This design comes from an exercise in tuning for small area, a short achievable clock period and few clock cycles per item on the open sky130 flow, not from production work.
No functional check of the RTL was part of any run shown here.
No activity file was given, so power comes from the tool's default toggle rates.

File: design/flow/standard.sh
#!/bin/bash
# synth_recipe.tcl (not shown) runs the flow's synth.tcl, then flattens the netlist and writes it again
# the make line also repeats each setting of config.mk as NAME=value (left out here)
make -C /OpenROAD-flow-scripts/flow DESIGN_CONFIG=/design/flow/config.mk WORK_HOME=/design/flow/orfs CLKGATE_MAP_FILE= SYNTH_SCRIPT=/design/flow/synth_recipe.tcl "${@:-finish}"
File: design/flow/constraint.sdc
create_clock -name core_clock -period 11.0 [get_ports {clk}]
set_input_delay 2.2000 -clock core_clock [delete_from_list [all_inputs] [get_ports {clk}]]
set_output_delay 2.2000 -clock core_clock [all_outputs]
set_load 0.01 [all_outputs]
File: design/flow/design.v
module pfor_select (
    input  wire        clk,
    input  wire        rst,           
    input  wire        in_valid,
    output wire        in_ready,
    input  wire [31:0] in_data,
    input  wire        in_delta,      
    input  wire        in_restart,    
    output wire        out_valid,
    input  wire        out_ready,
    output wire [5:0]  out_b,
    output wire [7:0]  out_cexcept,
    output wire [5:0]  out_maxb
);
    function [5:0] hib64;
        input [63:0] v;
        reg [31:0] a1; reg [31:0] i1;
        reg [15:0] a2; reg [31:0] i2;
        reg [7:0]  a3; reg [23:0] i3;
        reg [3:0]  a4; reg [15:0] i4;
        reg [1:0]  a5; reg [9:0]  i5;
        integer g;
        begin
            for (g = 0; g < 32; g = g + 1) begin
                a1[g] = v[2*g+1] | v[2*g];
                i1[g] = v[2*g+1];
            end
            for (g = 0; g < 16; g = g + 1) begin
                a2[g] = a1[2*g+1] | a1[2*g];
                i2[2*g+:2] = a1[2*g+1] ? {1'b1, i1[2*g+1]} : {1'b0, i1[2*g]};
            end
            for (g = 0; g < 8; g = g + 1) begin
                a3[g] = a2[2*g+1] | a2[2*g];
                i3[3*g+:3] = a2[2*g+1] ? {1'b1, i2[4*g+2+:2]} : {1'b0, i2[4*g+:2]};
            end
            for (g = 0; g < 4; g = g + 1) begin
                a4[g] = a3[2*g+1] | a3[2*g];
                i4[4*g+:4] = a3[2*g+1] ? {1'b1, i3[6*g+3+:3]} : {1'b0, i3[6*g+:3]};
            end
            for (g = 0; g < 2; g = g + 1) begin
                a5[g] = a4[2*g+1] | a4[2*g];
                i5[5*g+:5] = a4[2*g+1] ? {1'b1, i4[8*g+4+:4]} : {1'b0, i4[8*g+:4]};
            end
            hib64 = a5[1] ? {1'b1, i5[9:5]} : {1'b0, i5[4:0]};
        end
    endfunction
    reg         in_rdy;
    reg  [6:0]  cnt;           
    reg         blk_delta;     
    reg  [31:0] d_r;           
    reg         v_r;           
    reg         rs_r;          
    reg         use_r;         
    reg         last_r;        
    wire        accept = in_valid & in_rdy;
    wire        first  = (cnt == 7'd0);
    reg  [31:0] prev;          
    reg         pz;            
    reg  [5:0]  w_r;           
    reg  [5:0]  wl;            
    reg         v_w;
    reg         last_w;
    reg         rst_r;
    wire [31:0] x      = d_r - (use_r ? prev : 32'd0);
    wire [5:0]  width  = hib64({31'd0, x, 1'b0});
    wire        pz_next = v_r ? (~blk_delta & (rs_r | pz)) : pz;
    reg  [6:0]  freq [1:32];   
    wire [32:1] pres;          
    reg         full;          
    reg         scanning;      
    reg         gact;          
    reg         rel;           
    reg  [6:0]  fr;            
    reg  [7:0]  dacc;          
    reg  [5:0]  cb;            
    reg         v1;
    reg  [5:0]  kf;            
    reg  [7:0]  dk;            
    reg  [5:0]  bk;
    reg         vk;
    reg  [12:0] q_r;           
    reg  [5:0]  b_r;
    reg  [7:0]  e_r;
    reg         v2;
    reg  [5:0]  maxb;
    reg  [5:0]  best_b;
    reg  [7:0]  best_c;
    reg  [12:0] best_q;
    reg         outv;
    reg         done_r;
    integer j;
    reg  [32:1] above;         
    reg  [32:1] hot;           
    always @* begin
        above[32] = 1'b0;
        for (j = 31; j >= 1; j = j - 1)
            above[j] = above[j+1] | pres[j+1];
        hot = pres & ~above;
    end
    wire [5:0]  idx  = hib64({31'd0, pres, 1'b0});
    reg  [6:0]  fsel;
    always @* begin
        fsel = 7'd0;
        for (j = 1; j <= 32; j = j + 1)
            fsel = fsel | ({7{hot[j]}} & freq[j]);
    end
    wire        any   = |pres;
    wire        start = full & ~scanning & ~outv;
    wire        step  = start | gact;        
    wire        relnow = step & any & ~|(pres & above);
    wire        better = q_r > best_q;
    wire [13:0] bound  = {1'b0, q_r} + {1'b0, b_r, 7'd0};
    wire        prune  = bound <= {1'b0, best_q};
    wire        done_scan = v2 & ((b_r == 6'd0) | prune);
    wire        done_now  = start & ~any;
    wire        done  = done_scan | done_now;
    wire        gstop = done & ~rel & ~relnow;    
    assign in_ready    = in_rdy;
    assign out_valid   = outv;
    assign out_b       = best_b;
    assign out_cexcept = best_c;
    assign out_maxb    = maxb;
    always @(posedge clk) begin
        d_r   <= in_data;
        use_r <= first ? (in_delta & ~in_restart & ~pz_next)
                       : (blk_delta & ~pz_next);
        if (accept & first)
            blk_delta <= in_delta;
        if (rst) begin
            in_rdy <= 1'b1;
            cnt    <= 7'd0;
            v_r    <= 1'b0;
            rs_r   <= 1'b0;
            last_r <= 1'b0;
        end else begin
            v_r    <= accept;
            rs_r   <= accept & first & in_restart;
            last_r <= accept & (cnt == 7'd127);
            if (accept)
                cnt <= cnt + 7'd1;
            if (accept & (cnt == 7'd127))
                in_rdy <= 1'b0;
            else if (done | relnow)
                in_rdy <= 1'b1;
        end
    end
    always @(posedge clk) begin
        w_r   <= width;
        rst_r <= rst;
        if (v_w)
            wl <= w_r;
        if (v_r & blk_delta)
            prev <= d_r;
        if (rst) begin
            pz     <= 1'b1;
            v_w    <= 1'b0;
            last_w <= 1'b0;
        end else begin
            pz     <= pz_next;
            v_w    <= v_r;
            last_w <= last_r;
        end
    end
    genvar w;
    generate
        for (w = 1; w <= 32; w = w + 1) begin : g_hist
            wire [7:0] t;
            wire [6:0] s;
            assign t[0] = v_w && (w_r == w);
            genvar i;
            for (i = 0; i < 7; i = i + 1) begin : g_bit
                assign s[i]   = freq[w][i] ^ t[i];
                assign t[i+1] = freq[w][i] & t[i];
            end
            always @(posedge clk) begin
                if (rst_r | done_r | (step & hot[w]))
                    freq[w] <= 7'd0;
                else
                    freq[w] <= s;
            end
            assign pres[w] = |freq[w];
        end
    endgenerate
    always @(posedge clk) begin
        fr   <= step ? fsel : 7'd0;
        cb   <= idx;
        kf   <= 6'd8 + maxb - cb;
        dk   <= dacc;
        bk   <= cb;
        q_r  <= kf * dk;
        b_r  <= bk;
        e_r  <= 8'd128 - dk;
        if (start)
            dacc <= 8'd128;
        else
            dacc <= dacc - {1'b0, fr};
        if (start) begin
            best_q <= 13'd0;
            best_b <= wl;
            best_c <= 8'd0;
        end else if (v2 & better) begin
            best_b <= b_r;
            best_c <= e_r;
            best_q <= q_r;
        end
        if (start)
            maxb <= any ? idx : wl;
        if (rst) begin
            full     <= 1'b0;
            scanning <= 1'b0;
            gact     <= 1'b0;
            rel      <= 1'b0;
            v1       <= 1'b0;
            vk       <= 1'b0;
            v2       <= 1'b0;
            outv     <= 1'b0;
            done_r   <= 1'b0;
        end else begin
            done_r  <= gstop;
            v1      <= step & (start | scanning) & ~done;
            rel     <= relnow | (rel & ~start);
            if (start)
                gact <= any;
            else if ((step & (idx == 6'd0)) | gstop)
                gact <= 1'b0;
            vk      <= v1 & ~done;
            v2      <= vk & ~done;
            if (outv & out_ready)
                outv <= 1'b0;
            if (v_w & last_w)
                full <= 1'b1;
            if (start) begin
                full     <= 1'b0;
                scanning <= any;
                if (~any)
                    outv <= 1'b1;
            end else if (done_scan) begin
                scanning <= 1'b0;
                outv     <= 1'b1;
            end
        end
    end
endmodule
File: design/flow/flow/run.sh
#!/bin/bash
# Own flow: the standard layout (standard.sh, standard synthesis), with
# extra ORFS settings from flow/extra.mk: repair timing towards a tighter
# setup slack target and faster port buffers. The make output goes to
# standard.log; ORFS keeps each tool's log under orfs/logs/.
cat flow/extra.mk >> config.mk
bash standard.sh > standard.log 2>&1
File: design/flow/flow/extra.mk
# Optimisation targets for the layout tools (the SDC and clock are unchanged)
export SETUP_SLACK_MARGIN = 7.4
export BUFFER_PORTS_ARGS = -buffer_cell sky130_fd_sc_hd__buf_2
File: design/flow/config.mk
export PLATFORM = sky130hd
export DESIGN_NAME = pfor_select
export DESIGN_NICKNAME = pfor_select
export VERILOG_FILES = /design/flow/design.v
export SDC_FILE = /design/flow/constraint.sdc
export NUM_CORES = 4
export LEC_CHECK = 0
export CAP_MARGIN = 20
export CORE_MARGIN = 2
export CORE_UTILIZATION = 60
export CTS_BUF_LIST = sky130_fd_sc_hd__clkbuf_8
export PLACE_DENSITY = 0.75
export SLEW_MARGIN = 20
# Optimisation targets for the layout tools (the SDC and clock are unchanged)
export SETUP_SLACK_MARGIN = 7.4
export BUFFER_PORTS_ARGS = -buffer_cell sky130_fd_sc_hd__buf_2
==> results of run 1 <==
## worst max path at each step
stage | to | start | slack [ns]
final | w_r[0]$_SDFF_PP0_ | use_r$_DFF_P_ | 7.35
after global routing | w_r[0]$_SDFF_PP0_ | use_r$_DFF_P_ | 7.24
after CTS | w_r[0]$_SDFF_PP0_ | use_r$_DFF_P_ | 7.38
after detailed placement | w_r[0]$_SDFF_PP0_ | use_r$_DFF_P_ | 6.68
after global placement | w_r[0]$_SDFF_PP0_ | use_r$_DFF_P_ | 6.78
after floorplan | q_r[12]$_DFF_P_ | dk[5]$_DFF_P_ | 7.37
## final cells by class
cell class / instances / area (sq um)
Clock buffer: 85 / 1170
Clock inverter: 35 / 185
Fill cell: 2876 / 11400
Inverter: 81 / 304
Multi-Input combinational cell: 1685 / 13000
Sequential cell: 427 / 9100
Tap cell: 468 / 586
Timing Repair Buffer: 108 / 701
## sequential cells by signal, indices dropped and copies added, names as in the netlist, 6 cells and up
signal	cells
b_r	6
best_b	6
best_c	8
best_q	13
bk	6
cb	6
cnt	7
d_r	32
dacc	8
dk	8
e_r	8
fr	7
freq	224
kf	6
maxb	6
prev	32
q_r	13
w_r	6
wl	6
## worst max-delay path, cell delays in order (launching register included)
cell and delay [ns]:
dfxtp_4 0.37, buf_12 0.15, and2_1 0.14, ha_2 0.18
fa_2 0.34, nand2b_4 0.16, a21oi_4 0.16, o2111ai_4 0.16
o211a_4 0.30, a211oi_4 0.31, a211oi_2 0.08, or4b_4 0.55
a221o_1 0.28, nand4_1 0.11, o311a_1 0.17, nor4_1 0.05
## logic make-up after synthesis
kind of cell	share of synthesized area, %
AOI/OAI and AO/OA	11.8
DFF	41.0
adders and majority gates	18.9
buffers and inverters	2.39
and+or+nand+nor	21.1
xor gates and xnor gates	3.65
muxes	1.05
## routing by layer
| layer | track usage [%] | up-vias |
|---|---|---|
| li1 | - | 8278 |
| met1 | 37.5 | 8269 |
| met2 | 47.7 | 656 |
| met3 | 4.80 | 176 |
| met4 | 12.3 | 0 |
| met5 | 0 | - |
## power by group through the flow
stage,combinational [mW],sequential [mW],clock [mW]
2_1_floorplan,0.853,1.76,0
3_3_place_gp,0.987,1.81,0
3_5_place_dp,1.03,1.81,0
4_1_cts,1.14,1.78,1.38
5_1_grt,1.37,1.79,1.44
6_report,1.21,1.78,1.34
## Yosys cell counts (14+ instances only)
cell	n
edfxtp_1	51
a21oi_1	130
and3_1	16
nand2b_1	20
a221oi_1	28
xnor2_1	41
mux2i_1	21
dfxtp_1	376
nand2_1	171
inv_1	81
a31oi_1	24
nand3_1	30
clkbuf_1	39
o21ai_0	59
nor3_1	45
nor4_1	39
a21o_1	32
xor2_1	51
a22oi_1	14
and2_1	261
or4_1	27
nor2_1	158
ha_1	288
fa_1	28
## what timing repair did
action / CTS / global route
pin swaps: 20 / 25
setup endpoints to repair: 58 / 37
buffers inserted: 18 / 21
gates resized for setup: 62 / 71
cloned: 1 / 0
## through the flow
step	cells	area [sq um]	utilization, %	hold WS [ns]	setup slack (ns)
after global routing	2889	25000	68.6	0.331	7.24
after CTS	2868	24600	67.5	0.327	7.38
after floorplan	2247	22100	-	0.310	7.37
final	2889	25000	68.6	0.326	7.35
after detailed placement	2729	22800	62.6	0.313	6.68
after global placement	2729	22800	62.6	0.313	6.78
==> run summary, run 1 <==
cells after synthesis 2247; dominant synthesized flop cell dfxtp_1; first drt pass iteration count 7; EDFF count, synth between 50 and 60; Via Count 17.4k; clk latency of the worst-skew pair approximately 0.63 ns; Initial Util between 60 and 70%; Area growth syn-to-layout 13.2%; overall power 4.33 mW; hpwl dp slightly above 40000 microns; Max rail drop VDD roughly 0.20 mV; Remaining Overflow, GRT 0; Synth warnings 2; antenna viol nets, final 0; CTS clock-pin slew for the worst setup and hold paths 0.06 ns; RSZ-0062 raised after global routing true; CTS buffer count a little over 70; Hold Path Class flip-flop to flip-flop; pwr dens around 170 nW/um^2; WL per Instance around 19 microns; M1 WL ~24000 microns; WS Path Type flip-flop to flip-flop; Seq pwr share 41.0%; Yosys reg bits 427; die area approximately 38000 sq um; achievable frequency ~0.27 GHz; cell type with the highest aggregate area in the netlist dfxtp_1; met3 wire length roughly 3700 microns; Die Height around 200 microns; worst r2r src use_r$_DFF_P_; Setup crit start kind flip-flop; Syn Area/Cell 9.82 sq um; Nets ~2.7k; core region area 36400 sq um; Seq/Total Area, Yosys between 40 and 50%; Yosys top cell area share between 30% and 40%; vias in the first global route about 17k; worst r2r path cells 15; commonest cells after routing, fill and taps aside 362 x dfxtp_1, 281 x ha_1, 257 x and2_1; DRT iter0 DRCs 1318; period utilisation layout 33.2%; Netlist cell types 87; IO buf count 59; relative max-transition margin 34.7%; most common cell after layout, fill and taps aside dfxtp_1; Worst Hold Path Cells 0; CTS tree built; Worst Path Max Fanout 13; ys async rst share 0%; Slew Viols, Final 0; Max-Cap Viols 0; Switching Share 31.2%; Setup TNS Final 0 ns; Chip Width around 200 microns; Clock Tree Root clkbuf_8; IO Count 60; syn nets 2601; diode count 0; final setup fails 0; Worst-Margin Slew slightly below 1 ns; Worst Hold End b_r[4]$_DFF_P_; Sinks on Clock Net 427; Required @ worst endpoint approximately 11 ns; first-pass GRT wire length between 80000 and 90000 microns; minimum clock period 3.65 ns; R2R Setup Slk approximately 7.3 ns; Clock Tree Buf Depth 3; drt drc 0; Min-Delay Startpoint bk[4]$_DFF_P_; RePlAce Congestion between 0.9 and 1; initial antenna violation count 0; met2 wire length between 20000 and 30000 microns; RR Endpoint w_r[0]$_SDFF_PP0_; drt total wl approximately 55000 microns; net switching power 1.35 mW; CP endpoint kind flip-flop; Final Hold Fails 0; uppermost routed layer met4; Pleak around 12 nW; layout cells sized above 1 between 10% and 20%; Post-CTS Hold Buffers 0; Clock power frac approximately 31%; Avg Vias per Cell 6.02; status no timing/DRC/antenna violations; synthesized area 22100 sq um; design internal power about 3.0 mW; H-tree depth 3; skew final about 0.031 ns; CP arrival just over 4 ns; Total GRT Usage between 20 and 30%; top cells by area, synth dfxtp_1 34%, ha_1 16%, and2_1 7.4%, edfxtp_1 6.9%, a21oi_1 2.9%; Combinational Power Share between 20% and 30%; largest net degree at the start of global routing 44; row count 70
==> run 2: changes to the inputs <==
--- a/design/flow/config.mk
+++ b/design/flow/config.mk
@@ -8,7 +8,8 @@
 export CAP_MARGIN = 20
 export CORE_MARGIN = 2
 export CORE_UTILIZATION = 60
-export CTS_BUF_LIST = sky130_fd_sc_hd__clkbuf_8
+export CTS_CLUSTER_DIAMETER = 60
+export CTS_CLUSTER_SIZE = 24
 export PLACE_DENSITY = 0.75
 export SLEW_MARGIN = 20
 # Optimisation targets for the layout tools (the SDC and clock are unchanged)
==> run 2 against run 1 <==
Routed wire length is 1.1% lower; highest routed layer unchanged; critical path depth stayed put; worst hold slack better by 0.0049 ns; largest cell class unchanged; die area stayed put; first-iteration DRC count is 7.6% higher; sequential share of layout area is 0.24 points higher; clock skew is 0.014 ns lower; sequential power hardly changed; area after synthesis stayed put; count of clock-buffer cells in the layout is 53 lower.
==> run summary, run 2 <==
status no timing/DRC/antenna violations; hpwl dp 41100 microns; Yosys reg bits roughly 430; top cells by area, synth dfxtp_1 34%, ha_1 16%, and2_1 7.4%, edfxtp_1 6.9%, a21oi_1 2.9%; period utilisation layout approximately a third; worst r2r path cells 15; antenna viol nets, final 0; relative max-transition margin between 30% and 40%; ys async rst share 0%; Slew Viols, Final 0; biggest regs freq: 224 flops, d_r: 32 flops, prev: 32 flops; Chip Width 196 microns; slowest CP cell or4b_4; grt met1 use between 30% and 40%; CP arrival roughly 4.2 ns; final worst slack 7.28 ns; Final Hold Fails 0; slowest stage delay, CP 0.53 ns; dominant synthesized flop cell dfxtp_1; Yosys top cell area share about 34%; WL per Instance just under 20 microns; global route hottest layer met2; drt drc 0; Area growth syn-to-layout 12.4%; RePlAce Congestion ~0.99; Remaining Overflow, GRT 0; CP endpoint w_r[0]$_SDFF_PP0_; first-pass GRT wire length a little under 90000 microns; DRT iter0 DRCs 1418; most frequent cell after synthesis dfxtp_1; dpl ws roughly 6.7 ns; RSZ-0062 raised after global routing true; Setup TNS Final 0 ns; Avg Vias per Cell roughly 6; Setup crit start kind flip-flop; drt total wl between 50000 and 60000 microns; core region area between 30000 and 40000 sq um; RR Endpoint w_r[0]$_SDFF_PP0_; max reg flops between 200 and 250; Min-Delay Startpoint bk[0]$_DFF_P_; largest net degree at the start of global routing 44; die area between 30000 and 40000 sq um; cells after synthesis 2247; Via Count between 15k and 20k; Worst Hold Path Cells 0; Clock Tree Root clkbuf_16; worst r2r src use_r$_DFF_P_; IO Count 60; Netlist cell types 87; Nets ~2.7k; Synth warnings 2; achievable frequency around 0.27 GHz; vias in the first global route around 17k; Die Height ~200 microns; R2R Setup Slk ~7.3 ns; Hold Path Class flip-flop to flip-flop; met2 usage about 47%; pwr dens approximately 170 nW/um^2; Initial Util between 60% and 70%; syn nets about 2.6k; minimum clock period around 3.7 ns; Worst-Margin Slew between 0.9 and 1 ns; Total GRT Usage approximately 28%; EDFF count, synth 51; CTS tree built; first drt pass iteration count 6; Syn Area/Cell ~9.8 sq um; placed cell area ~23000 sq um; Largest Register freq; Non-Filler Cell Area, Final ~25000 sq um; CTS clock-pin slew for the worst setup and hold paths ~0.09 ns; Seq/Total Area, Yosys approximately 41%; synthesized area approximately 22000 sq um; Clock Tree Buf Depth 3; Pleak 12.0 nW; Crit. Startpoint use_r$_DFF_P_; crit-path cells buf_12 -> and2_4 -> ha_4 -> fa_2 -> nand2b_4 -> a21oi_4 -> o2111ai_4 -> o211ai_1 -> o21ai_2 -> mux2_4 -> or4b_4 -> a221o_1 -> nand4_1 -> o311a_1 -> nor4_1; row count 70; skew final about 0.017 ns; CTS buffer count 30; WS Path Type flip-flop to flip-flop; overall power 4.23 mW; H-tree depth 1; most common cell after layout, fill and taps aside dfxtp_1; Max-Cap Viols 0; synth cell count leaders 376 x dfxtp_1, 288 x ha_1, 261 x and2_1; final setup fails 0; layout cells sized above 1 about 12%; met3 Use GR 4.37%; CP endpoint kind flip-flop; Worst Path Max Fanout 7; initial antenna violation count 1; commonest cells after routing, fill and taps aside 362 x dfxtp_1, 283 x ha_1, 256 x and2_1; IO buf count 59; cell type with the highest aggregate area in the netlist dfxtp_1; Sinks on Clock Net between 400 and 500; Post-CTS Hold Buffers 0; Max rail drop VDD ~0.16 mV; Required @ worst endpoint 11.46 ns; clk latency of the worst-skew pair about 0.60 ns
-- run 2: cell types whose count changed in the layout (fill, tap and decap cells not counted), sizes merged --
| cell | delta |
|---|---|
| buf | +3 |
| bufbuf | -1 |
| bufinv | +1 |
| clkbuf | -52 |
| clkinv | +1 |
| diode | +1 |
| inv | -13 |
-- run 2: stage by stage --
stage,util [%],instances,hold WS [ns]
final,68.1,2829,0.331
after detailed placement,62.6,2729,0.313
after global placement,62.6,2729,0.313
after floorplan,-,2247,0.310
after global routing,68.1,2828,0.336
after CTS,66.6,2802,0.333
-- run 2: layout make-up --
| type | instances | area (sq um) |
|---|---|---|
| inverter | 81 | 304 |
| timing repair buffer | 111 | 736 |
| clock buffer | 32 | 779 |
| fill | 2877 | 11600 |
| clock inverter | 24 | 327 |
| antenna | 1 | 2.50 |
| sequential | 427 | 9090 |
| tap | 468 | 586 |
| multi-input combinational | 1685 | 13000 |
-- run 2: logic make-up (layout without fill, tap and decap cells) --
group	Yosys count	after routing	synth area share (%)
compound gates	396	396	11.8
xor+xnor	92	92	3.65
fa+ha+maj	317	317	18.9
buf+inv	135	248	2.39
flops	427	427	41.0
mux	23	23	1.05
other cells	0	1	0
simple gates	857	857	21.1
-- run 2: what timing repair did --
item                                    CTS  global route
endpoints found under the setup margin   58            43
gates cloned                              1             1
pin swaps                                16            38
gates resized for setup                  56            78
setup buffers                            16            25
-- run 2: how the worst min path moves through the flow --
stage / end / slack [ns]
finish: b_r[0]$_DFF_P_ / 0.33
global route: b_r[0]$_DFF_P_ / 0.34
CTS: b_r[0]$_DFF_P_ / 0.33
detailed placement: b_r[0]$_DFF_P_ / 0.31
global placement: b_r[4]$_DFF_P_ / 0.31
floorplan: b_r[0]$_DFF_P_ / 0.31
-- run 2: worst max-delay path: cells and delay by family, from the launching register on --
kind	cells	cell delay, ns
AND/OR/NAND/NOR	5	0.98
adder cells (fa/ha/maj)	2	0.50
flip-flops	1	0.40
buffers and inverters	1	0.15
multiplexers	1	0.31
AO/OA/AOI/OAI	6	1.22
-- run 2: where the power goes --
part / switching (mW) / internal, mW
Sequential: 0.0884 / 1.68
Clock: 0.631 / 0.605
Combinational: 0.640 / 0.578
-- run 2: per-layer routing --
layer  up-vias  part of all wire, %
met2       629                   47
met1      8174                   42
met4         0                  3.9
met5         -                    0
met3       149                  7.1
li1       8184                    -
==> run 3: changes to the inputs <==
--- a/design/flow/design.v
+++ b/design/flow/design.v
@@ -221,7 +221,7 @@
             rel     <= relnow | (rel & ~start);
             if (start)
                 gact <= any;
-            else if ((step & (idx == 6'd0)) | gstop)
+            else if ((step & ~any) | gstop)
                 gact <= 1'b0;
             vk      <= v1 & ~done;
             v2      <= vk & ~done;
--- a/design/flow/config.mk
+++ b/design/flow/config.mk
@@ -8,8 +8,7 @@
 export CAP_MARGIN = 20
 export CORE_MARGIN = 2
 export CORE_UTILIZATION = 60
-export CTS_CLUSTER_DIAMETER = 60
-export CTS_CLUSTER_SIZE = 24
+export CTS_BUF_LIST = sky130_fd_sc_hd__clkbuf_8
 export PLACE_DENSITY = 0.75
 export SLEW_MARGIN = 20
 # Optimisation targets for the layout tools (the SDC and clock are unchanged)
==> run 3 against run 2 <==
Critical path depth up 1; clock skew up 0.011 ns; final area up 1.9%; area after synthesis up 0.46%; critical endpoint is now q_r[12]$_DFF_P_; synthesized cell count up 0.76%; core utilization up 1.2 points; via count up 2.6%; global-route usage up 0.88 points; first-iteration DRC count down 0.35%.
==> run summary, run 3 <==
status no timing/DRC/antenna violations; Worst Path Max Fanout 4; Yosys reg bits roughly 430; CP endpoint kind flip-flop; WL per Instance just under 20 microns; XOR/XNOR Fraction of Synth Area ~3.8%; synthesized area about 22000 sq um; Initial Util 60.7%; skew final around 0.028 ns; Worst-Margin Slew between 0.9 and 1 ns; DRT iter0 DRCs about 1.4k; biggest regs freq: 224 flops, d_r: 32 flops, prev: 32 flops; cells after synthesis about 2.3k; dominant synthesized flop cell dfxtp_1; die area 38500 sq um; Slew Viols, Final 0; H-tree depth 3; Required @ worst endpoint approximately 12 ns; achievable frequency approximately 0.28 GHz; most common cell after layout, fill and taps aside dfxtp_1; crit-path cells buf_4 -> nand2_1 -> fa_1 -> fa_1 -> inv_1 -> fa_1 -> ha_1 -> inv_1 -> o21bai_1 -> a21oi_2 -> nor2b_1 -> o21a_1 -> o21ai_1 -> nand2b_1 -> a21oi_2 -> xnor2_1; EDFF count, synth just over 50; max reg flops 224; CTS tree built; row count 70; slowest CP cell fa_1; Syn Area/Cell between 9 and 10 sq um; Remaining Overflow, GRT 0; CP arrival 4.15 ns; worst path bufs/invs 3; IO buf count 59; Chip Width approximately 200 microns; RePlAce Congestion roughly 1.0; first-pass GRT wire length 88600 microns; most frequent cell after synthesis dfxtp_1; top cells by area, synth dfxtp_1 34%, ha_1 16%, and2_1 7.5%, edfxtp_1 6.9%, a21oi_1 3.0%; Setup crit start kind flip-flop; Nets approximately 2.7k; syn nets ~2.6k; Die Height between 150 and 200 microns; first drt pass iteration count 6; WS Path Type flip-flop to flip-flop; initial antenna violation count 1; CTS clock-pin slew for the worst setup and hold paths ~0.06 ns; Netlist cell types between 70 and 80; ys async rst share 0%; final setup fails 0; largest net degree at the start of global routing 46; Worst Hold Path Cells 0; Max rail drop VDD approximately 0.21 mV; layout cells sized above 1 between 10% and 20%; worst hold slack about 0.33 ns; clk latency of the worst-skew pair between 0.6 and 0.7 ns; Clock Tree Buf Depth 3; Sinks on Clock Net 427; Avg Vias per Cell between 6 and 7; diode count 0; minimum clock period 3.58 ns; slowest stage delay, CP around 0.54 ns; antenna viol nets, final 0; Synth Area in Simple Gates between 20 and 25%; CTS buffer count slightly above 70; largest family of logic cells by synthesized area simple AND/OR/NAND/NOR gates; Synth Area in Adders between 10% and 20%; period utilisation layout approximately 33%; commonest cells after routing, fill and taps aside 363 x dfxtp_1, 271 x ha_1, 264 x and2_1; Hold Path Class flip-flop to flip-flop; synth cell count leaders 376 x dfxtp_1, 288 x ha_1, 266 x and2_1; Largest Register freq; drt total wl 56800 microns; Filler cells about 2.8k; RSZ-0062 raised after global routing true; post-synthesis compound-gate area fraction around an eighth; Area growth syn-to-layout 14.1%; drt drc 0; Setup TNS Final 0 ns; Total GRT Usage between 20 and 30%; Pleak approximately 12 nW; crit-path leading delay family adder cells; vias in the first global route 17.0k; Final Hold Fails 0; post-synthesis mux area share around 1.2%; critical path depth 16; Synth warnings 2; worst r2r path cells 16; hpwl dp roughly 42000 microns; Via Count roughly 18k; Yosys top cell area share roughly 34%; IO Count 60; Clock Tree Root clkbuf_8; pwr dens 179 nW/um^2; core region area between 30000 and 40000 sq um; Seq/Total Area, Yosys approximately two fifths; CP most frequent cell fa_1; relative max-transition margin a little under two fifths; Max-Cap Viols 0; cell type with the highest aggregate area in the netlist dfxtp_1
run 3: changes by cell type after synthesis, sizes merged, moves of 12 or more:
cell    before  now
or4         29   11
nor3        48   65
nor2       162  147
a221oi      28   16
a31oi       24   38
o21ai       59   41
run 3: timing repair:
action / 4_1_cts / 5_1_grt
pin swaps: 16 / 31
endpoints found under the setup margin: 68 / 40
gates resized for setup: 58 / 87
hold buffers: 0 / 0
setup buffers: 22 / 22
run 3: final timing paths:
path | to | slack (ns) | startpoint
max | q_r[12]$_DFF_P_ | 7.42 | kf[0]$_DFF_P_
min | b_r[0]$_DFF_P_ | 0.33 | bk[0]$_DFF_P_
max reg2reg | q_r[12]$_DFF_P_ | 7.42 | kf[0]$_DFF_P_
min reg2reg | b_r[0]$_DFF_P_ | 0.33 | bk[0]$_DFF_P_
run 3: cells by family (layout without fill, tap and decap cells):
| logic type | Yosys count | count (layout) |
|---|---|---|
| buffers and inverters | 140 | 326 |
| AOI/OAI and AO/OA | 407 | 407 |
| and+or+nand+nor | 851 | 851 |
| muxes | 26 | 26 |
| adders and majority gates | 318 | 318 |
| xor gates and xnor gates | 95 | 95 |
| DFF | 427 | 427 |
run 3: power breakdown:
group          internal (mW)  leakage [nW]  total (mW)  switching, mW
logic                  0.623          7.90        1.32          0.699
registers               1.69          3.53        1.79         0.0971
clock network          0.753         0.848        1.41          0.652
total                   3.07          12.3        4.52           1.45
run 3: area by class of cell:
type                       instances  area [sq um]  share of cell area, %
inverter                          86           323                   1.28
tap                              468           586                   2.31
clock inverter                    48           317                   1.25
sequential                       427          9090                   35.9
clock buffer                      81          1110                   4.41
multi-input combinational       1697         13200                   52.0
timing repair buffer             111           701                   2.77
run 3: metrics by stage:
| step | util (%) | area, sq um | setup WS [ns] | std cells | power (mW) |
|---|---|---|---|---|---|
| 3_3_place_gp | 62.7 | 22900 | 6.54 | 2745 | 2.94 |
| 5_1_grt | 69.3 | 25300 | 7.22 | 2918 | 4.80 |
| 3_5_place_dp | 62.7 | 22900 | 6.45 | 2745 | 2.99 |
| 6_report | 69.3 | 25300 | 7.42 | 2918 | 4.52 |
| 2_1_floorplan | - | 22200 | 7.45 | 2264 | 2.74 |
| 4_1_cts | 67.7 | 24700 | 7.33 | 2896 | 4.47 |
run 3: layer usage:
| metal | vias up | GRT usage, % | routed length (microns) |
|---|---|---|---|
| met1 | 8357 | 38.0 | 24100 |
| met4 | 2 | 10.7 | 1980 |
| met5 | - | 0 | 13 |
| li1 | 8371 | - | - |
| met2 | 692 | 48.3 | 26700 |
| met3 | 158 | 5.24 | 4040 |
==> run 4: changes to the inputs <==
--- a/design/flow/design.v
+++ b/design/flow/design.v
@@ -70,6 +70,7 @@
     reg         scanning;      
     reg         gact;          
     reg         rel;           
+    reg         relq;          
     reg  [6:0]  fr;            
     reg  [7:0]  dacc;          
     reg  [5:0]  cb;            
@@ -107,14 +108,14 @@
     wire        any   = |pres;
     wire        start = full & ~scanning & ~outv;
     wire        step  = start | gact;        
-    wire        relnow = step & any & ~|(pres & above);
+    wire        relnow = step & any & ~|(pres & above);    
     wire        better = q_r > best_q;
     wire [13:0] bound  = {1'b0, q_r} + {1'b0, b_r, 7'd0};
     wire        prune  = bound <= {1'b0, best_q};
     wire        done_scan = v2 & ((b_r == 6'd0) | prune);
     wire        done_now  = start & ~any;
     wire        done  = done_scan | done_now;
-    wire        gstop = done & ~rel & ~relnow;    
+    wire        gstop = done & ~rel & ~relq;      
     assign in_ready    = in_rdy;
     assign out_valid   = outv;
     assign out_b       = best_b;
@@ -140,7 +141,7 @@
                 cnt <= cnt + 7'd1;
             if (accept & (cnt == 7'd127))
                 in_rdy <= 1'b0;
-            else if (done | relnow)
+            else if (done | relq)
                 in_rdy <= 1'b1;
         end
     end
@@ -210,6 +211,7 @@
             scanning <= 1'b0;
             gact     <= 1'b0;
             rel      <= 1'b0;
+            relq     <= 1'b0;
             v1       <= 1'b0;
             vk       <= 1'b0;
             v2       <= 1'b0;
@@ -218,7 +220,8 @@
         end else begin
             done_r  <= gstop;
             v1      <= step & (start | scanning) & ~done;
-            rel     <= relnow | (rel & ~start);
+            relq    <= relnow;
+            rel     <= relq | (rel & ~start);
             if (start)
                 gact <= any;
             else if ((step & ~any) | gstop)
==> run 4 against run 3 <==
Power shrank 3.4%; critical path depth unchanged; first-iteration DRC count shrank 11%; setup slack lost 0.0064 ns; maximum frequency decreased by 0.18%; via count up 1.2%; clock power about the same; still clean on timing, DRC and antenna; register-to-register slack about the same.
==> run summary, run 4 <==
status no timing/DRC/antenna violations; slowest stage delay, CP approximately 0.54 ns; CTS buffer count slightly above 70; relative max-transition margin roughly a third; crit-path leading delay family adder cells; Netlist cell types 93; ys async rst share 0%; H-tree depth 3; Worst Hold Path Cells 0; Pleak 12.3 nW; CTS clock-pin slew for the worst setup and hold paths roughly 0.060 ns; initial antenna violation count 0; largest family of logic cells by synthesized area simple AND/OR/NAND/NOR gates; Slew Viols, Final 0; IO Count 60; IO buf count 59; Seq/Total Area, Yosys approximately two fifths; commonest cells after routing, fill and taps aside 364 x dfxtp_1, 283 x ha_1, 260 x and2_1; first-pass GRT wire length approximately 88000 microns; Worst Hold End b_r[5]$_DFF_P_; overall power between 4 and 5 mW; skew final between 0.02 and 0.03 ns; RSZ-0062 raised after global routing true; CP arrival around 4.2 ns; Yosys top cell area share 33.1%; Syn Area/Cell 9.84 sq um; Synth Area in Simple Gates a little over a fifth; Worst Path Max Fanout 4; Total GRT Usage about 28%; Setup TNS Final 0 ns; Max-Cap Viols 0; drt total wl 55300 microns; Via Count around 18k; diode count 0; die area 39600 sq um; Avg Vias per Cell ~6.0; Chip Width about 200 microns; XOR/XNOR Fraction of Synth Area roughly 3.8%; worst path bufs/invs 2; clk latency of the worst-skew pair between 0.6 and 0.7 ns; CTS tree built; vias in the first global route 17.1k; layout cells sized above 1 12.2%; WS Path Type flip-flop to flip-flop; cell type with the highest aggregate area in the netlist dfxtp_1; Die Height between 150 and 200 microns; R2R Setup Slk ~7.4 ns; pwr dens 172 nW/um^2; Post-CTS Hold Buffers 0; Largest Register freq; Sinks on Clock Net roughly 430; WL per Instance between 15 and 20 microns; Clock Tree Buf Depth 3; drt drc 0; worst r2r src dk[5]$_DFF_P_; minimum clock period around 3.6 ns; cells after synthesis 2319; antenna viol nets, final 0; Required @ worst endpoint approximately 12 ns; largest net degree at the start of global routing 75; most frequent cell after synthesis dfxtp_1; hpwl dp between 40000 and 50000 microns; Final Hold Fails 0; RR Endpoint q_r[12]$_DFF_P_; Area growth syn-to-layout 10.9%; max reg flops approximately 220; Max rail drop VDD between 0.15 and 0.2 mV; worst r2r path cells 16; Setup crit start kind flip-flop; Nets roughly 2.8k; Hold Path Class flip-flop to flip-flop; post-synthesis compound-gate area fraction 13.6%; biggest regs freq: 224 flops, d_r: 32 flops, prev: 32 flops; Min-Delay Startpoint bk[5]$_DFF_P_; CP most frequent cell fa_1; crit-path cells and2_4 -> fa_1 -> inv_2 -> fa_1 -> fa_1 -> inv_2 -> ha_4 -> a21oi_4 -> o21bai_1 -> a21oi_2 -> nor2b_1 -> o21a_1 -> o21ai_1 -> nand2b_1 -> a21oi_2 -> xnor2_1; CP endpoint kind flip-flop; first drt pass iteration count 9; Yosys reg bits between 400 and 500; Synth Area in Adders about 18%; RePlAce Congestion around 1.0; dominant synthesized flop cell dfxtp_1; Remaining Overflow, GRT 0; synth cell count leaders 377 x dfxtp_1, 288 x ha_1, 264 x and2_1; Synth warnings 2; final setup fails 0; syn nets between 2k and 3k; row count 71; achievable frequency 0.279 GHz; period utilisation layout approximately 33%; most common cell after layout, fill and taps aside dfxtp_1; synthesized area 22800 sq um; core region area 37600 sq um; top cells by area, synth dfxtp_1 33%, ha_1 16%, and2_1 7.2%, edfxtp_1 6.7%, nand2_1 3.0%; EDFF count, synth 51; Clock Tree Root clkbuf_8; Initial Util 60.7%; post-synthesis mux area share less than 1%; Worst-Margin Slew roughly 0.99 ns; slowest CP cell fa_1; DRT iter0 DRCs between 1k and 1.5k
## run 4: worst max-delay path by stage
stage	slack (ns)	from	to	cells after the start
after CTS	7.31	dk[3]$_DFF_P_	q_r[12]$_DFF_P_	18
after global routing	7.28	kf[1]$_DFF_P_	q_r[12]$_DFF_P_	16
final	7.41	dk[5]$_DFF_P_	q_r[12]$_DFF_P_	16
after floorplan	7.43	rst	relq$_SDFF_PP0_	6
after detailed placement	6.79	rst	relq$_SDFF_PP0_	7
after global placement	6.92	rst	relq$_SDFF_PP0_	7
## run 4: kinds of logic (layout without fill, tap and decap cells)
family                   Yosys count  in the layout
adder cells (fa/ha/maj)          320            320
AND/OR/NAND/NOR                  866            866
XOR/XNOR                          99             99
flip-flops                       428            428
buffers and inverters            150            297
AO/OA/AOI/OAI                    454            454
multiplexers                       2              2
## run 4: where the power goes
part           internal [mW]  switching, mW  total [mW]
sequential              1.69         0.0936        1.79
clock                  0.754          0.639        1.39
combinational          0.544          0.639        1.18
total                   2.99           1.37        4.36
## run 4: metrics by stage
step / instance area, sq um / utilization (%) / hold slack [ns] / std cells / worst slack, ns
floorplan: 22800 / - / 0.310 / 2319 / 7.43
CTS: 25100 / 66.7 / 0.329 / 2965 / 7.31
global placement: 23500 / 62.7 / 0.310 / 2830 / 6.92
detailed placement: 23500 / 62.7 / 0.312 / 2830 / 6.79
finish: 25300 / 67.3 / 0.328 / 2977 / 7.41
global route: 25300 / 67.3 / 0.326 / 2977 / 7.28
## run 4: worst register-to-register path, cell delays in order (launching register included)
cell      delay, ns
dfxtp_4        0.35
and2_4         0.16
fa_1           0.54
inv_2          0.04
fa_1           0.48
fa_1           0.51
inv_2          0.05
ha_4           0.23
a21oi_4        0.17
o21bai_1       0.09
a21oi_2        0.19
nor2b_1        0.07
o21a_1         0.18
o21ai_1        0.12
nand2b_1       0.08
a21oi_2        0.13
xnor2_1        0.12
## run 4: final cells by class
| type | instances | area (sq um) |
|---|---|---|
| clock buffers | 89 | 1220 |
| well taps | 511 | 639 |
| inverters | 83 | 314 |
| repair buffers | 84 | 495 |
| fillers | 2995 | 12300 |
| multi-input cells | 1741 | 13300 |
| flip-flops and latches | 428 | 9110 |
| clock inverters | 41 | 208 |
## run 4: per-layer routing
layer	wire [microns]	vias up	share of wire (%)	track usage, %
met3	4050	160	7.3	5.68
met4	2170	0	3.9	11.6
li1	-	8574	-	-
met5	0	-	0	0
met2	25200	617	46	45.2
met1	23800	8443	43	36.4
## run 4: what timing repair did
action                                  in CTS  in global routing
endpoints found under the setup margin      12                 20
gates resized for setup                     18                 49
pin swaps                                    3                 14
setup buffers                                5                 12
==> run 5: changes to the inputs <==
--- a/design/flow/config.mk
+++ b/design/flow/config.mk
@@ -7,9 +7,8 @@
 export LEC_CHECK = 0
 export CAP_MARGIN = 20
 export CORE_MARGIN = 2
-export CORE_UTILIZATION = 60
-export CTS_BUF_LIST = sky130_fd_sc_hd__clkbuf_8
-export PLACE_DENSITY = 0.75
+export CORE_UTILIZATION = 40
+export PLACE_DENSITY = 0.6
 export SLEW_MARGIN = 20
 # Optimisation targets for the layout tools (the SDC and clock are unchanged)
 export SETUP_SLACK_MARGIN = 7.4
==> run 5 against run 4 <==
Still clean on timing, DRC and antenna; die area rose by 49%; worst hold slack lost 0.0020 ns; combinational power is essentially flat; critical path depth fell by 5; count of clock-buffer cells in the layout is 32 lower; sequential share of layout area shrank 0.71 points; routed wire length rose by 6.2%; largest cell class unchanged; largest power group unchanged.
==> run summary, run 5 <==
die area roughly 59000 sq um; overall power ~4.5 mW; skew final approximately 0.028 ns; Via Count 17.6k; synth cell count leaders 377 x dfxtp_1, 288 x ha_1, 264 x and2_1; worst r2r path cells 11; WL per Instance around 18 microns; Setup TNS Final 0 ns; synthesized area about 23000 sq um; Netlist cell types 93; worst path bufs/invs 1; achievable frequency 0.276 GHz; H-tree depth 2; pwr dens about 170 nW/um^2; crit-path leading delay family simple AND/OR/NAND/NOR gates; initial antenna violation count 0; top cells by area, synth dfxtp_1 33%, ha_1 16%, and2_1 7.2%, edfxtp_1 6.7%, nand2_1 3.0%; most common cell after layout, fill and taps aside dfxtp_1; CTS buffer count 47; Final Hold Fails 0; Slew Viols, Final 0; Yosys top cell area share 33.1%; Clock Tree Root clkbuf_16; RePlAce Congestion between 0.9 and 1; Area growth syn-to-layout 13.1%; period utilisation layout between 30% and 40%; cell type with the highest aggregate area in the netlist dfxtp_1; Clock Tree Buf Depth 3; syn nets 2673; Nets ~2.7k; relative max-transition margin between 20 and 30%; Worst Path Max Fanout 19; layout cells sized above 1 11.4%; vias in the first global route roughly 18k; antenna viol nets, final 0; cells after synthesis roughly 2.3k; IO buf count a little under 60; dominant synthesized flop cell dfxtp_1; largest net degree at the start of global routing 75; Synth warnings 2; status no timing/DRC/antenna violations; core region area 56400 sq um; Remaining Overflow, GRT 0; R2R Setup Slk ~7.4 ns; Post-CTS Hold Buffers 0; CP arrival roughly 4 ns; IO Count 60; DRT iter0 DRCs roughly 1.1k; CTS tree built; slowest stage delay, CP around 0.53 ns; crit-path cells nor4_1 -> and2_2 -> inv_4 -> nor3_4 -> and2_2 -> nand2_2 -> nor3_2 -> a21oi_1 -> a221oi_1 -> o2111ai_1 -> nor3_1; CP endpoint kind flip-flop; RSZ-0062 raised after global routing true; Worst Hold Path Cells 0; Pleak around 12 nW; Min-Delay Startpoint bk[1]$_DFF_P_; Required @ worst endpoint roughly 11 ns; hpwl dp between 40000 and 50000 microns; Worst-Margin Slew 1.06 ns; Yosys reg bits ~430; WS Path Type flip-flop to flip-flop; RR Endpoint relq$_SDFF_PP0_; Syn Area/Cell 9.84 sq um; Die Height between 200 and 250 microns; drt drc 0; max reg flops 224; Largest Register freq; Max-Cap Viols 0; Initial Util 40.5%; first-pass GRT wire length ~95000 microns; ys async rst share 0%; worst r2r src freq[32][2]$_SDFF_PP0_; row count 87; final setup fails 0; drt total wl roughly 59000 microns; minimum clock period around 3.6 ns; Setup crit start kind flip-flop; clk latency of the worst-skew pair slightly below 0.6 ns; most frequent cell after synthesis dfxtp_1; Sinks on Clock Net 428; CTS clock-pin slew for the worst setup and hold paths approximately 0.06 ns; diode count 0; Avg Vias per Cell ~5.5; first drt pass iteration count 6; biggest regs freq: 224 flops, d_r: 32 flops, prev: 32 flops; slowest CP cell nor3_2; Total GRT Usage slightly below 20%; Max rail drop VDD about 0.15 mV; CP most frequent cell and2_2; EDFF count, synth between 50 and 60; Hold Path Class flip-flop to flip-flop; commonest cells after routing, fill and taps aside 364 x dfxtp_1, 285 x ha_1, 261 x and2_1; Chip Width roughly 240 microns; Worst Hold End b_r[1]$_DFF_P_; Seq/Total Area, Yosys just under 40%
-- run 5: cell counts after synthesis --
Identical to the previous run, type by type.
-- run 5: area by class of cell --
type | instances | area [sq um]
clock buffer | 57 | 1280
fill | 5441 | 30600
clock inverter | 30 | 273
timing repair buffer | 87 | 520
tap | 756 | 946
inverter | 83 | 314
sequential | 428 | 9110
multi-input combinational | 1741 | 13400
-- run 5: metal layers --
layer,track usage (%),share of wire [%]
met1,26.1,45
met2,32.3,46
met3,2.97,5.2
met4,8.08,3.7
met5,0,0
-- run 5: what timing repair did --
| item | CTS | global route |
|---|---|---|
| pin swaps | 3 | 22 |
| setup endpoints to repair | 25 | 41 |
| endpoints found under the hold margin | 0 | 0 |
| setup buffers | 4 | 17 |
| resized for setup | 25 | 50 |
| gates cloned | 0 | 0 |
-- run 5: metrics by stage --
stage          setup WS [ns]  cells  hold slack, ns  cell area, sq um  util [%]
2_1_floorplan           7.43   2319           0.310             22800         -
3_5_place_dp            6.77   3074           0.312             23800      42.3
5_1_grt                 7.29   3182           0.328             25800      45.8
3_3_place_gp            6.81   3074           0.312             23800      42.3
6_report                7.38   3182           0.326             25800      45.8
4_1_cts                 7.38   3165           0.321             25500      45.2
-- run 5: worst max-delay path by stage --
| stage | start | to | cells past startpoint |
|---|---|---|---|
| floorplan | rst | relq$_SDFF_PP0_ | 6 |
| global placement | rst | relq$_SDFF_PP0_ | 7 |
| detailed placement | rst | relq$_SDFF_PP0_ | 7 |
| CTS | dk[5]$_DFF_P_ | q_r[12]$_DFF_P_ | 16 |
| global route | rst | relq$_SDFF_PP0_ | 7 |
| finish | freq[32][2]$_SDFF_PP0_ | relq$_SDFF_PP0_ | 11 |
-- run 5: logic make-up (layout without fill, tap and decap cells) --
| logic type | after synthesis | count (layout) | share of synthesized area, % |
|---|---|---|---|
| multiplexers | 2 | 2 | 0.0932 |
| flip-flops | 428 | 428 | 39.8 |
| buffers and inverters | 150 | 257 | 2.69 |
| AND/OR/NAND/NOR | 866 | 866 | 21.6 |
| adder cells (fa/ha/maj) | 320 | 320 | 18.4 |
| XOR/XNOR | 99 | 99 | 3.80 |
| AO/OA/AOI/OAI | 454 | 454 | 13.6 |
-- run 5: power breakdown --
group	switching, mW	internal (mW)
combinational	0.616	0.534
sequential	0.0962	1.69
clock	0.650	0.927
total	1.36	3.16
==> run 6: changes to the inputs <==
--- a/design/flow/design.v
+++ b/design/flow/design.v
@@ -70,7 +70,6 @@
     reg         scanning;      
     reg         gact;          
     reg         rel;           
-    reg         relq;          
     reg  [6:0]  fr;            
     reg  [7:0]  dacc;          
     reg  [5:0]  cb;            
@@ -108,14 +107,14 @@
     wire        any   = |pres;
     wire        start = full & ~scanning & ~outv;
     wire        step  = start | gact;        
-    wire        relnow = step & any & ~|(pres & above);    
+    wire        relnow = step & any & ~|(pres & above);
     wire        better = q_r > best_q;
     wire [13:0] bound  = {1'b0, q_r} + {1'b0, b_r, 7'd0};
     wire        prune  = bound <= {1'b0, best_q};
     wire        done_scan = v2 & ((b_r == 6'd0) | prune);
     wire        done_now  = start & ~any;
     wire        done  = done_scan | done_now;
-    wire        gstop = done & ~rel & ~relq;      
+    wire        gstop = done & ~rel & ~relnow;    
     assign in_ready    = in_rdy;
     assign out_valid   = outv;
     assign out_b       = best_b;
@@ -141,7 +140,7 @@
                 cnt <= cnt + 7'd1;
             if (accept & (cnt == 7'd127))
                 in_rdy <= 1'b0;
-            else if (done | relq)
+            else if (done | relnow)
                 in_rdy <= 1'b1;
         end
     end
@@ -211,7 +210,6 @@
             scanning <= 1'b0;
             gact     <= 1'b0;
             rel      <= 1'b0;
-            relq     <= 1'b0;
             v1       <= 1'b0;
             vk       <= 1'b0;
             v2       <= 1'b0;
@@ -220,11 +218,10 @@
         end else begin
             done_r  <= gstop;
             v1      <= step & (start | scanning) & ~done;
-            relq    <= relnow;
-            rel     <= relq | (rel & ~start);
+            rel     <= relnow | (rel & ~start);
             if (start)
                 gact <= any;
-            else if ((step & ~any) | gstop)
+            else if ((step & (idx == 6'd0)) | gstop)
                 gact <= 1'b0;
             vk      <= v1 & ~done;
             v2      <= vk & ~done;
==> design/flow/flow/extra.mk (replaced) <==
# Optimisation targets for the layout tools (the SDC and clock are unchanged)
export SETUP_SLACK_MARGIN = 8.0
export BUFFER_PORTS_ARGS = -buffer_cell sky130_fd_sc_hd__buf_2
--- a/design/flow/config.mk
+++ b/design/flow/config.mk
@@ -11,5 +11,5 @@
 export PLACE_DENSITY = 0.6
 export SLEW_MARGIN = 20
 # Optimisation targets for the layout tools (the SDC and clock are unchanged)
-export SETUP_SLACK_MARGIN = 7.4
+export SETUP_SLACK_MARGIN = 8.0
 export BUFFER_PORTS_ARGS = -buffer_cell sky130_fd_sc_hd__buf_2
==> run 6 against run 5 <==
Largest power group unchanged; sequential power about the same; largest cell class unchanged; die area decreased by 3.3%; final cell count grew 0.22%; area after synthesis is 3.3% lower; highest routed layer unchanged; non-clock buffer count grew 118.
==> run summary, run 6 <==
Final Hold Fails 0; CTS tree built; RSZ-0062 raised after global routing true; Hold Path Class flip-flop to flip-flop; layout cells sized above 1 between 20 and 25%; cell type with the highest aggregate area in the netlist dfxtp_1; CTS buffer count 47; biggest regs freq: 224 flops, d_r: 32 flops, prev: 32 flops; Pleak roughly 13 nW; Setup crit start kind flip-flop; Worst Path Max Fanout 4; RePlAce Congestion between 0.9 and 1; synth cell count leaders 376 x dfxtp_1, 288 x ha_1, 261 x and2_1; clk latency of the worst-skew pair 0.60 ns; row count 86; Post-CTS Hold Buffers 0; Syn Area/Cell 9.82 sq um; syn nets between 2k and 3k; final worst slack 7.41 ns; WL per Instance approximately 19 microns; dominant synthesized flop cell dfxtp_1; vias in the first global route approximately 17k; cells after synthesis 2247; initial antenna violation count 0; grt met1 use 26.2%; Sinks on Clock Net between 400 and 500; Seq/Total Area, Yosys between 40% and 50%; met3 Use GR about 3.3%; final setup fails 0; CP arrival a little over 4 ns; crit-path cells and2_4 -> ha_4 -> fa_2 -> nand2b_4 -> a21oi_4 -> o2111ai_4 -> o211a_4 -> a211oi_4 -> a211oi_1 -> or4b_4 -> a221o_1 -> nand4_1 -> o311a_1 -> nor4_2; Synth warnings 2; max reg flops 224; H-tree depth 2; Chip Width 239 microns; Die Height ~240 microns; core region area approximately 55000 sq um; WS Path Type flip-flop to flip-flop; drt drc 0; dpl ws roughly 6.9 ns; Initial Util a little over 40%; DRT iter0 DRCs approximately 1.1k; status no timing/DRC/antenna violations; drt total wl roughly 60000 microns; Via Count ~17k; Worst-Margin Slew roughly 1.2 ns; Netlist cell types 87; Remaining Overflow, GRT 0; ys async rst share 0%; skew final ~0.024 ns; hpwl dp 44300 microns; IO Count 60; slowest stage delay, CP roughly 0.56 ns; top cells by area, synth dfxtp_1 34%, ha_1 16%, and2_1 7.4%, edfxtp_1 6.9%, a21oi_1 2.9%; crit-path leading delay family compound AO/OA/AOI/OAI gates; Required @ worst endpoint 11.48 ns; antenna viol nets, final 0; met2 usage 36.4%; Nets around 2.8k; Max-Cap Viols 0; Filler cells between 4k and 5k; Yosys reg bits around 430; commonest cells after routing, fill and taps aside 342 x dfxtp_1, 263 x ha_1, 246 x and2_1; Avg Vias per Cell around 5.5; Yosys top cell area share approximately a third; Setup TNS Final 0 ns; Clock Tree Buf Depth 3; minimum clock period roughly 3.6 ns; global route hottest layer met2; Area growth syn-to-layout 24.5%; relative max-transition margin between 10% and 20%; Max rail drop VDD slightly above 0.2 mV; EDFF count, synth 51; Total GRT Usage 20.9%; diode count 0; Clock Tree Root clkbuf_16; Slew Viols, Final 0; Largest Register freq; CTS clock-pin slew for the worst setup and hold paths 0.06 ns; slowest CP cell or4b_4; synthesized area approximately 22000 sq um; CP endpoint kind flip-flop; overall power a little under 5 mW; most frequent cell after synthesis dfxtp_1; first-pass GRT wire length 93700 microns; pwr dens 178 nW/um^2; die area between 50000 and 60000 sq um; IO buf count slightly below 60; achievable frequency around 0.28 GHz; first drt pass iteration count 7; worst path bufs/invs 0; most common cell after layout, fill and taps aside dfxtp_1; period utilisation layout between 30% and 40%; largest net degree at the start of global routing 44
[run 6: cell types whose count changed after synthesis, sizes merged, moves of 14 or more]
cell    delta
or4       +23
nor3      -21
nor2      +49
nand3     -17
mux2i     +20
a32oi     -19
and3      -15
o211ai    -22
nand2     -14
[run 6: cell type report]
cell class | instances | area (sq um) | area share, %
clock buffer | 62 | 1390 | 5.04
inverter | 81 | 304 | 1.11
multi-input combinational | 1685 | 13800 | 50.3
timing repair buffer | 205 | 1630 | 5.91
sequential | 427 | 9140 | 33.3
tap | 704 | 881 | 3.20
clock inverter | 25 | 329 | 1.20
[run 6: final timing paths]
check | startpoint | endpoint | slack (ns) | cells after the start
worst max-delay path | prev[0]$_DFFE_PP_ | w_r[0]$_SDFF_PP0_ | 7.41 | 14
worst min-delay path | bk[1]$_DFF_P_ | b_r[1]$_DFF_P_ | 0.32 | 0
worst max register to register | prev[0]$_DFFE_PP_ | w_r[0]$_SDFF_PP0_ | 7.41 | 14
worst min register to register | bk[1]$_DFF_P_ | b_r[1]$_DFF_P_ | 0.32 | 0
[run 6: what timing repair did]
item                       4_1_cts  5_1_grt
pin swaps                      104      104
setup endpoints to repair      176      178
resized for setup              196      127
buffers inserted                85       51
[run 6: logic make-up after synthesis]
group	share of synthesized area [%]
and+or+nand+nor	21.1
DFF	41.0
AOI/OAI and AO/OA	11.8
adders and majority gates	18.9
buffers and inverters	2.39
xor gates and xnor gates	3.65
muxes	1.05
[run 6: per-stage QoR]
stage	util, %	cells	area, sq um	hold WS, ns
finish	50.2	3189	27500	0.324
global route	50.2	3189	27500	0.335
CTS	48.5	3138	26600	0.326
detailed placement	42.6	2966	23300	0.313
global placement	42.6	2966	23300	0.313
floorplan	-	2247	22400	0.310
[run 6: power by group]
| group | switching, mW | internal (mW) |
|---|---|---|
| clock | 0.677 | 1.04 |
| sequential | 0.0890 | 1.69 |
| combinational | 0.696 | 0.707 |
| total | 1.46 | 3.43 |
[run 6: metal layers]
layer	share of wire, %	vias to the layer above
li1	-	8431
met2	48	388
met5	0	-
met4	3.5	0
met3	4.5	122
met1	44	8472
==> run 7: changes to the inputs <==
==> design/flow/flow/extra.mk (replaced) <==
# Optimisation targets for the layout tools (the SDC and clock are unchanged)
export SETUP_SLACK_MARGIN = 7.4
export BUFFER_PORTS_ARGS = -buffer_cell sky130_fd_sc_hd__buf_2
--- a/design/flow/config.mk
+++ b/design/flow/config.mk
@@ -11,5 +11,5 @@
 export PLACE_DENSITY = 0.6
 export SLEW_MARGIN = 20
 # Optimisation targets for the layout tools (the SDC and clock are unchanged)
-export SETUP_SLACK_MARGIN = 8.0
+export SETUP_SLACK_MARGIN = 7.4
 export BUFFER_PORTS_ARGS = -buffer_cell sky130_fd_sc_hd__buf_2
==> run 7 against run 6 <==
Still clean; routed wire length fell by 5.4%; combinational power fell by 16%; clock power fell by 7%; worst hold slack improved by 0.0024 ns; sequential share of layout area rose by 2.3 points; largest power group unchanged.
==> run summary, run 7 <==
status no timing/DRC/antenna violations; Clock Tree Root clkbuf_16; CP arrival 4.06 ns; CP endpoint kind flip-flop; Switching Share 30.0%; WS Path Type flip-flop to flip-flop; Total GRT Usage 19.9%; commonest cells after routing, fill and taps aside 361 x dfxtp_1, 280 x ha_1, 257 x and2_1; IO Count 60; ys async rst share 0%; slowest CP cell or4b_1; Netlist cell types 87; first drt pass iteration count 7; final setup fails 0; Die Height 239 microns; dpl ws about 6.7 ns; Pleak 12.2 nW; achievable frequency approximately 0.28 GHz; Seq pwr share 39.1%; Post-CTS Hold Buffers 0; Synth warnings 2; area occupied by multi-input gates approximately 13000 sq um; initial antenna violation count 1; final worst slack around 7.4 ns; Register Area ~9100 sq um; top cells by area, synth dfxtp_1 34%, ha_1 16%, and2_1 7.4%, edfxtp_1 6.9%, a21oi_1 2.9%; crit-path cells buf_12 -> nand2_1 -> ha_2 -> and3_1 -> and2_1 -> a221oi_4 -> o211ai_1 -> o21ai_2 -> mux2_2 -> or4b_1 -> a221o_1 -> nand4_1 -> o311a_1 -> nor4_1; overall power ~4.5 mW; period utilisation layout between 30% and 40%; slowest stage delay, CP 0.49 ns; H-tree depth 2; minimum clock period 3.60 ns; die area between 50000 and 60000 sq um; RePlAce Congestion about 0.93; syn nets around 2.6k; Initial Util between 40% and 50%; net switching power approximately 1.4 mW; most common cell after layout, fill and taps aside dfxtp_1; drt total wl between 50000 and 60000 microns; Max rail drop VDD between 0.15 and 0.2 mV; Yosys top cell area share approximately 34%; diode count 0; EDFF count, synth between 50 and 60; placed cell area 23100 sq um; relative max-transition margin between 30% and 40%; Largest Register freq; Max-Cap Viols 0; IO buf count between 50 and 60; drt drc 0; first-pass GRT wire length 89600 microns; CTS tree built; skew final 0.0273 ns; cell type with the highest aggregate area in the netlist dfxtp_1; Required @ worst endpoint 11.46 ns; Remaining Overflow, GRT 0; cells after synthesis roughly 2.2k; clk latency of the worst-skew pair about 0.6 ns; fin util between 40% and 50%; Seq/Total Area, Yosys around two fifths; Avg Vias per Cell around 5.5; most frequent cell after synthesis dfxtp_1; largest net degree at the start of global routing 44; RSZ-0062 raised after global routing true; Final Hold Fails 0; synth cell count leaders 376 x dfxtp_1, 288 x ha_1, 261 x and2_1; Setup crit start kind flip-flop; pwr dens approximately 180 nW/um^2; core region area around 55000 sq um; Sinks on Clock Net 427; Area growth syn-to-layout 15.9%; Filler cells 5148; vias in the first global route 16.8k; synthesized area approximately 22000 sq um; dominant synthesized flop cell dfxtp_1; hpwl dp around 43000 microns; Non-Filler Cell Area, Final ~26000 sq um; Clock Tree Buf Depth 3; layout cells sized above 1 between 10 and 15%; Setup TNS Final 0 ns; Nets ~2.7k; Yosys reg bits approximately 430; design internal power around 3.2 mW; Syn Area/Cell ~9.8 sq um; Slew Viols, Final 0; Via Count about 17k; Chip Width 239 microns; row count 86; Combinational Power Share a little over a quarter; antenna viol nets, final 0; Worst-Margin Slew between 0.9 and 1 ns; Worst Path Max Fanout 16; WL per Instance around 18 microns; Clock power frac about a third; DRT iter0 DRCs roughly 1.1k; Hold Path Class flip-flop to flip-flop; CTS buffer count 47; max reg flops 224; CTS clock-pin slew for the worst setup and hold paths about 0.060 ns; biggest regs freq: 224 flops, d_r: 32 flops, prev: 32 flops
-- run 7: cell types whose count changed in the layout (fill, tap and decap cells not counted), sizes merged --
cell and delta:
buf -98, bufbuf +1, bufinv -4, clkbuf +9, clkinvlp -3, inv -3
-- run 7: critical path, delay by kind of cell (launching register included) --
family / cells / cell delay [ns]
compound gates: 5 / 1.14
simple gates: 6 / 1.12
flops: 1 / 0.37
mux: 1 / 0.36
fa+ha+maj: 1 / 0.30
buf+inv: 1 / 0.14
-- run 7: cell type report --
| cell class | instances | share of cell area, % |
|---|---|---|
| clock buffers | 71 | 5.55 |
| clock inverters | 15 | 0.611 |
| inverters | 81 | 1.19 |
| multi-input cells | 1685 | 50.9 |
| flip-flops and latches | 427 | 35.5 |
| well taps | 704 | 3.44 |
| repair buffers | 108 | 2.75 |
-- run 7: final timing paths --
| kind | endpoint | slack (ns) | startpoint | cells after the start |
|---|---|---|---|---|
| setup / recovery | w_r[0]$_SDFF_PP0_ | 7.40 | use_r$_DFF_P_ | 14 |
| hold / removal | b_r[0]$_DFF_P_ | 0.33 | bk[0]$_DFF_P_ | 0 |
| setup reg to reg | w_r[0]$_SDFF_PP0_ | 7.40 | use_r$_DFF_P_ | 14 |
| hold reg to reg | b_r[0]$_DFF_P_ | 0.33 | bk[0]$_DFF_P_ | 0 |
-- run 7: per-stage QoR --
stage,cells,hold slack [ns]
4_1_cts,3068,0.329
3_5_place_dp,2965,0.315
6_report,3091,0.327
3_3_place_gp,2965,0.311
5_1_grt,3091,0.332
2_1_floorplan,2247,0.310
-- run 7: what timing repair did --
| item | CTS | global route |
|---|---|---|
| pin swaps | 17 | 29 |
| gates resized for setup | 66 | 77 |
| gates cloned | 1 | 0 |
| buffers inserted | 16 | 23 |
| endpoints found under the setup margin | 56 | 69 |
-- run 7: layer usage --
| layer | vias to the layer above | wire length (microns) | track usage (%) |
|---|---|---|---|
| li1 | 8219 | - | - |
| met5 | - | 0 | 0 |
| met3 | 134 | 3420 | 4.05 |
| met4 | 0 | 2380 | 9.49 |
| met1 | 8094 | 24500 | 24.9 |
| met2 | 477 | 26400 | 32.7 |
-- run 7: power groups by stage --
stage | Combinational (mW) | Clock, mW | Sequential (mW)
6_report | 1.18 | 1.59 | 1.78
5_1_grt | 1.34 | 1.69 | 1.79
4_1_cts | 1.11 | 1.63 | 1.78
3_5_place_dp | 1.02 | 0 | 1.81
3_3_place_gp | 1.00 | 0 | 1.81
2_1_floorplan | 0.853 | 0 | 1.76
-- run 7: kinds of logic (layout without fill, tap and decap cells) --
| group | Yosys count | after routing | synth area share (%) |
|---|---|---|---|
| DFF | 427 | 427 | 41.0 |
| buffers and inverters | 135 | 275 | 2.39 |
| AOI/OAI and AO/OA | 396 | 396 | 11.8 |
| muxes | 23 | 23 | 1.05 |
| xor gates and xnor gates | 92 | 92 | 3.65 |
| and+or+nand+nor | 857 | 857 | 21.1 |
| adders and majority gates | 317 | 317 | 18.9 |
==> run 8: changes to the inputs <==
--- a/design/flow/config.mk
+++ b/design/flow/config.mk
@@ -8,6 +8,8 @@
 export CAP_MARGIN = 20
 export CORE_MARGIN = 2
 export CORE_UTILIZATION = 40
+export CTS_CLUSTER_DIAMETER = 80
+export CTS_CLUSTER_SIZE = 32
 export PLACE_DENSITY = 0.6
 export SLEW_MARGIN = 20
 # Optimisation targets for the layout tools (the SDC and clock are unchanged)
==> run 8 against run 7 <==
Combinational power rose by 3%; largest cell class unchanged; worst hold slack improved by 0.0079 ns; still clean; power fell by 9.5%; clock power fell by about 30%.
==> run summary, run 8 <==
placed cell area about 23000 sq um; layout cells sized above 1 roughly an eighth; Sinks on Clock Net around 430; Total GRT Usage 19.5%; Netlist cell types 87; die area roughly 57000 sq um; Pleak around 12 nW; RePlAce Congestion ~0.93; RSZ-0062 raised after global routing true; Synth warnings 2; Remaining Overflow, GRT 0; CP endpoint kind flip-flop; worst path bufs/invs 1; area occupied by multi-input gates approximately 13000 sq um; Clock Tree Buf Depth 3; ys async rst share 0%; skew final about 0.045 ns; H-tree depth 1; status no timing/DRC/antenna violations; Initial Util about 40%; most frequent cell after synthesis dfxtp_1; slowest CP cell or4b_1; Hold Path Class flip-flop to flip-flop; row count between 80 and 90; Final Hold Fails 0; Seq/Total Area, Yosys roughly two fifths; relative max-transition margin 34.5%; Via Count ~17k; Register Area 9100 sq um; CTS buffer count 25; minimum clock period 3.63 ns; WS Path Type flip-flop to flip-flop; synth cell count leaders 376 x dfxtp_1, 288 x ha_1, 261 x and2_1; Syn Area/Cell 9.82 sq um; first drt pass iteration count 8; initial antenna violation count 1; DRT iter0 DRCs ~1.2k; diode count 0; clk latency of the worst-skew pair about 0.6 ns; period utilisation layout around 33%; WL per Instance ~19 microns; core region area 54800 sq um; Slew Viols, Final 0; Setup crit start kind flip-flop; CTS clock-pin slew for the worst setup and hold paths around 0.11 ns; max reg flops between 200 and 250; Largest Register freq; Area growth syn-to-layout 13.9%; Chip Width between 200 and 250 microns; vias in the first global route 16.5k; crit-path cells buf_12 -> and2_4 -> ha_4 -> fa_2 -> nand2b_4 -> a21oi_4 -> o2111ai_4 -> o211ai_1 -> o21ai_2 -> a311oi_2 -> or4b_1 -> a221o_1 -> nand4_1 -> o311a_1 -> nor4_1; fin util ~46%; Max rail drop VDD approximately 0.16 mV; achievable frequency between 0.2 and 0.3 GHz; final setup fails 0; EDFF count, synth 51; commonest cells after routing, fill and taps aside 360 x dfxtp_1, 280 x ha_1, 255 x and2_1; top cells by area, synth dfxtp_1 34%, ha_1 16%, and2_1 7.4%, edfxtp_1 6.9%, a21oi_1 2.9%; slowest stage delay, CP ~0.47 ns; hpwl dp about 43000 microns; Die Height between 200 and 250 microns; drt drc 0; Non-Filler Cell Area, Final about 25000 sq um; Filler cells ~5.2k; Yosys top cell area share 34.1%; CP arrival between 4 and 5 ns; dominant synthesized flop cell dfxtp_1; Avg Vias per Cell between 5 and 6; Worst Path Max Fanout 8; synthesized area 22100 sq um; most common cell after layout, fill and taps aside dfxtp_1
run 8: cell counts after synthesis:
No cell type changed its count.
run 8: stage by stage:
| stage | cells | setup WS (ns) | power, mW |
|---|---|---|---|
| global route | 3058 | 7.18 | 4.38 |
| detailed placement | 2965 | 6.69 | 2.84 |
| finish | 3058 | 7.37 | 4.11 |
| floorplan | 2247 | 7.37 | 2.61 |
| global placement | 2965 | 6.77 | 2.81 |
| CTS | 3031 | 7.38 | 4.03 |
run 8: cells by family (layout without fill, tap and decap cells):
family,Yosys count,count (layout),synth area share [%]
xor+xnor,92,92,3.65
compound gates,396,396,11.8
flops,427,427,41.0
mux,23,23,1.05
buf+inv,135,242,2.39
simple gates,857,857,21.1
fa+ha+maj,317,317,18.9
run 8: what timing repair did:
action / CTS / global route
resized for setup: 69 / 98
buffers inserted: 20 / 25
hold buffers: 0 / 0
pin swaps: 17 / 51
endpoints found under the setup margin: 56 / 42
gates cloned: 0 / 2
run 8: path summary, 6_finish.rpt:
kind	start	end	slack (ns)	cells past startpoint
worst min register to register	bk[1]$_DFF_P_	b_r[1]$_DFF_P_	0.33	0
worst min-delay path	bk[1]$_DFF_P_	b_r[1]$_DFF_P_	0.33	0
worst max-delay path	use_r$_DFF_P_	w_r[0]$_SDFF_PP0_	7.37	15
worst max register to register	use_r$_DFF_P_	w_r[0]$_SDFF_PP0_	7.37	15
run 8: where the power goes:
group	leakage, nW	switching (mW)	total, mW	internal [mW]
Clock	0.452	0.620	1.11	0.493
Combinational	7.93	0.641	1.22	0.584
Sequential	3.53	0.0919	1.78	1.69
Total	11.9	1.35	4.11	2.76
run 8: metal layers:
metal  wire (microns)  GRT usage [%]  vias to the layer above
met2            26500           32.6                      445
li1                 -              -                     8179
met4             2400           7.61                        2
met1            24700           25.0                     8124
met3             3030           3.20                      133
met5               16              0                        -
run 8: cell type report:
class                           instances  share of cell area [%]
Multi-Input combinational cell       1685                    52.2
Timing Repair Buffer                  115                    3.10
Clock inverter                         19                    1.25
Tap cell                              704                    3.50
Inverter                               81                    1.21
Clock buffer                           27                    2.52
Sequential cell                       427                    36.2

Check on run 8: ideal ports give 7.366 ns setup slack; a clkbuf_16 on the clock port and buf_2 on the inputs give 7.366 ns; moving port delays by the midpoint clock arrival (0.639 ns) as well gives 7.366 ns.
